Background: an optimization exercise with open tools, aiming at small area, a short achievable clock period and few clock cycles per item. Do not read the settings as production practice.
Function was checked by simulation only, so behaviour that the tests miss may differ from the original.
Power is estimated from default activity; no workload was simulated.

==> flow/design.v (excerpt) <==
module bdgr_enc (
    input  wire        clk,
    input  wire        rst,
    input  wire        start,
    input  wire [15:0] width,
    input  wire [15:0] height,
    input  wire        pred_med,
    output wire        busy,
    input  wire        in_valid,
    input  wire [7:0]  in_pix,
    input  wire [7:0]  in_up,
    output wire        in_ready,
    output wire        out_valid,
    output wire [63:0] out_word,
    output wire        out_last,
    input  wire        out_ready
);
clock: 11.0 ns
lec_check: 0
cap_margin: 20
core_margin: 2
core_utilization: 65
cts_buf_list: sky130_fd_sc_hd__clkbuf_16
cts_cluster_diameter: 60
cts_cluster_size: 30
place_density: 0.8
slew_margin: 20
standard.sh (not shown) runs the stock make flow with config.mk's settings and CLKGATE_MAP_FILE= SYNTH_SCRIPT=/design/flow/synth_recipe.tcl, a recipe that flattens the netlist after the stock synthesis.
==> flow/flow/run.sh <==
#!/bin/bash
set -euo pipefail
export BUFFER_PORTS_ARGS="-buffer_cell sky130_fd_sc_hd__buf_1"
export SETUP_SLACK_MARGIN=7.4
bash standard.sh > standard_make.log 2>&1
Testbench counts at the start, summed over its fixed seeds: cycles 34,785, items 34,030.
Edit:
- CORE_UTILIZATION: 65 -> 40
- CTS_BUF_LIST: sky130_fd_sc_hd__clkbuf_16 -> sky130_fd_sc_hd__clkbuf_8
- CTS_CLUSTER_DIAMETER: 60 -> 40
- CTS_CLUSTER_SIZE: 30 -> 20
- PLACE_DENSITY: 0.8 -> not set
Final area rose by 4.5%.
Area after synthesis is unchanged.
Clock power rose by 42%.
Routed wire length rose by 6.6%.
Utilization fell by 26 points.
Clock skew rose by 17 ps.
Hold slack is worse by 8.7 ps.
Edit:
- CTS_BUF_LIST: sky130_fd_sc_hd__clkbuf_8 -> not set
- CTS_CLUSTER_DIAMETER: 40 -> not set
- CTS_CLUSTER_SIZE: 20 -> not set
Result: Die area stays the same; routed wire length hardly moves; via count hardly moves; clock-buffer cell count decreases by 4; final cell count decreases by 1.4%.
Edit:
- ABC_AREA: not set -> 1
- CTS_BUF_LIST: not set -> sky130_fd_sc_hd__clkbuf_16
- CTS_CLUSTER_DIAMETER: not set -> 60
- CTS_CLUSTER_SIZE: not set -> 30
=>
- fmax climbs by 3.3%
- via count climbs by 3.0%
- core utilization drops by 1.7 points
- flip-flop and latch count is unchanged
- routed wire length climbs by 0.99%
- cell count climbs by 11%
- combinational power drops by 25%
Edit:
- ABC_AREA: 1 -> not set
- CORE_UTILIZATION: 40 -> 55
- PLACE_DENSITY: not set -> 0.7
Critical path depth went up by 4; hold slack gets worse by 5.9 ps; first-iteration DRC count went down by about a fifth; total power came out higher by a few percent; routed wire length goes down by a little under a tenth; fmax shrinks by a few percent; global-route usage grows by 5.2 points; worst setup slack is worse by 130 ps; sequential cell count is unchanged; final cell count falls by about a fifth.
Edit:
--- a/flow/flow/run.sh
+++ b/flow/flow/run.sh
@@ -4 +4 @@
-export SETUP_SLACK_MARGIN=7.4
+export SETUP_SLACK_MARGIN=7.6
- ABC_AREA: not set -> 1
- CORE_UTILIZATION: 55 -> 40
- PLACE_DENSITY: 0.7 -> not set
What happened: Clock skew came out higher by 37 ps; cell area went up by a few percent; worst setup slack improves by 170 ps; hold slack gets better by 8.5 ps; count of clock-buffer cells in the layout climbs by 2; critical path depth shrinks by 13.

========
Starting RTL as in the previous note.
export LEC_CHECK = 0
export CAP_MARGIN = 20
export CORE_MARGIN = 2
export CORE_UTILIZATION = 40
export CTS_BUF_LIST = sky130_fd_sc_hd__clkbuf_8
export CTS_CLUSTER_DIAMETER = 50
export CTS_CLUSTER_SIZE = 20
export SLEW_MARGIN = 20
create_clock -name core_clock -period 11.0 [get_ports {clk}]
==> flow/flow/run.sh <==
#!/bin/bash
set -euo pipefail
export BUFFER_PORTS_ARGS="-buffer_cell sky130_fd_sc_hd__buf_1"
export SETUP_SLACK_MARGIN=7.4
bash standard.sh > standard_make.log 2>&1
Testbench counts at the start, summed over its fixed seeds: cycles 34,785, items 34,030.
Then changed:
--- a/flow/config.mk
+++ b/flow/config.mk
@@ -10,5 +10,5 @@
 export CORE_UTILIZATION = 40
 export CTS_BUF_LIST = sky130_fd_sc_hd__clkbuf_8
-export CTS_CLUSTER_DIAMETER = 50
-export CTS_CLUSTER_SIZE = 20
+export CTS_CLUSTER_DIAMETER = 40
+export CTS_CLUSTER_SIZE = 16
 export SLEW_MARGIN = 20
Final area increases by 2.6%.
Cell count increases by 1.5%.
Area after synthesis stays the same.
Setup slack degrades by 11 ps.
Die area stays the same.
Then changed:
==> flow/config.mk (replaced) <==
export PLATFORM = sky130hd
export DESIGN_NAME = bdgr_enc
export DESIGN_NICKNAME = bdgr_enc
export VERILOG_FILES = /design/flow/design.v
export SDC_FILE = /design/flow/constraint.sdc
export NUM_CORES = 4
export LEC_CHECK = 0
export ABC_AREA = 1
export CAP_MARGIN = 20
export CORE_MARGIN = 2
export CORE_UTILIZATION = 55
export CTS_BUF_LIST = sky130_fd_sc_hd__clkbuf_16
export CTS_CLUSTER_DIAMETER = 60
export CTS_CLUSTER_SIZE = 30
export PLACE_DENSITY = 0.7
export SLEW_MARGIN = 20
After rerunning: Sequential power is lower by 2.5%; power falls by 16%; global-route usage rose by 6.7 points; fmax rose by 1.2%; core utilization rose by 14 points; setup slack improves by 42 ps; via count is higher by 5.4%; critical path depth goes down by 2; final cell count rose by 2.0%.
Then changed:
--- a/flow/config.mk
+++ b/flow/config.mk
@@ -6,11 +6,9 @@
 export NUM_CORES = 4
 export LEC_CHECK = 0
-export ABC_AREA = 1
 export CAP_MARGIN = 20
 export CORE_MARGIN = 2
-export CORE_UTILIZATION = 55
+export CORE_UTILIZATION = 40
 export CTS_BUF_LIST = sky130_fd_sc_hd__clkbuf_16
 export CTS_CLUSTER_DIAMETER = 60
 export CTS_CLUSTER_SIZE = 30
-export PLACE_DENSITY = 0.7
 export SLEW_MARGIN = 20
The new run finished with timing, DRC and antenna clean.
Cell area increases by 1.9%.
Wire length increases by 1.5%.
Global-route usage decreases by 6.9 points.
Hold slack got worse by 13 ps.
Total power increases by 12%.
Setup slack improved by 4.1 ps.
Critical path depth increases by 2.
Register-to-register slack got worse by 20 ps.
Flip-flop and latch count stays the same.

-- re-timing with driven ports --
In the flow no input, the clock included, has a driving cell. The finished layouts below were timed again as built, in two steps. Step 1 sets driving cells, clkbuf_16 on the clock port and buf_2 on the other inputs (assumed; they add their load-dependent delay and slew). Step 2, shift: input delay + t, output delay - t, t = (earliest + latest rising clock arrival at the registers) / 2. This alone moves slack from input paths to output paths. Three values: no drivers, after step 1, after step 2; two values: the first two.
run | shift t [ns] | slack for setup (ns) | pins driven straight from the clock port
the first run of note 1 | 0.531 | 7.431 / 7.431 / 6.990 | 1
the second run of note 1 | 0.572 | 7.494 / 7.494 / 6.961 | 1
the third run of note 1 | 0.581 | 7.501 / 7.501 / 6.971 | 1
the fourth run of note 1 | 0.568 | 7.613 / 7.593 / 7.072 | 1
the fifth run of note 1 | 0.532 | 7.480 / 7.480 / 7.014 | 1
the sixth run of note 1 | 0.580 | 7.654 / 7.600 / 7.115 | 1
the first run of note 2 | 0.616 | 7.506 / 7.464 / 6.924 | 1
the second run of note 2 | 0.572 | 7.494 / 7.494 / 6.961 | 1
the third run of note 2 | 0.531 | 7.536 / 7.560 / 7.029 | 1
the fourth run of note 2 | 0.560 | 7.540 / 7.540 / 7.019 | 1
After both steps setup and hold are still met in every run listed. For the first run of note 2, which loses most, drivers alone change the setup slack by -0.042 ns; drivers and shift together by -0.582 ns.
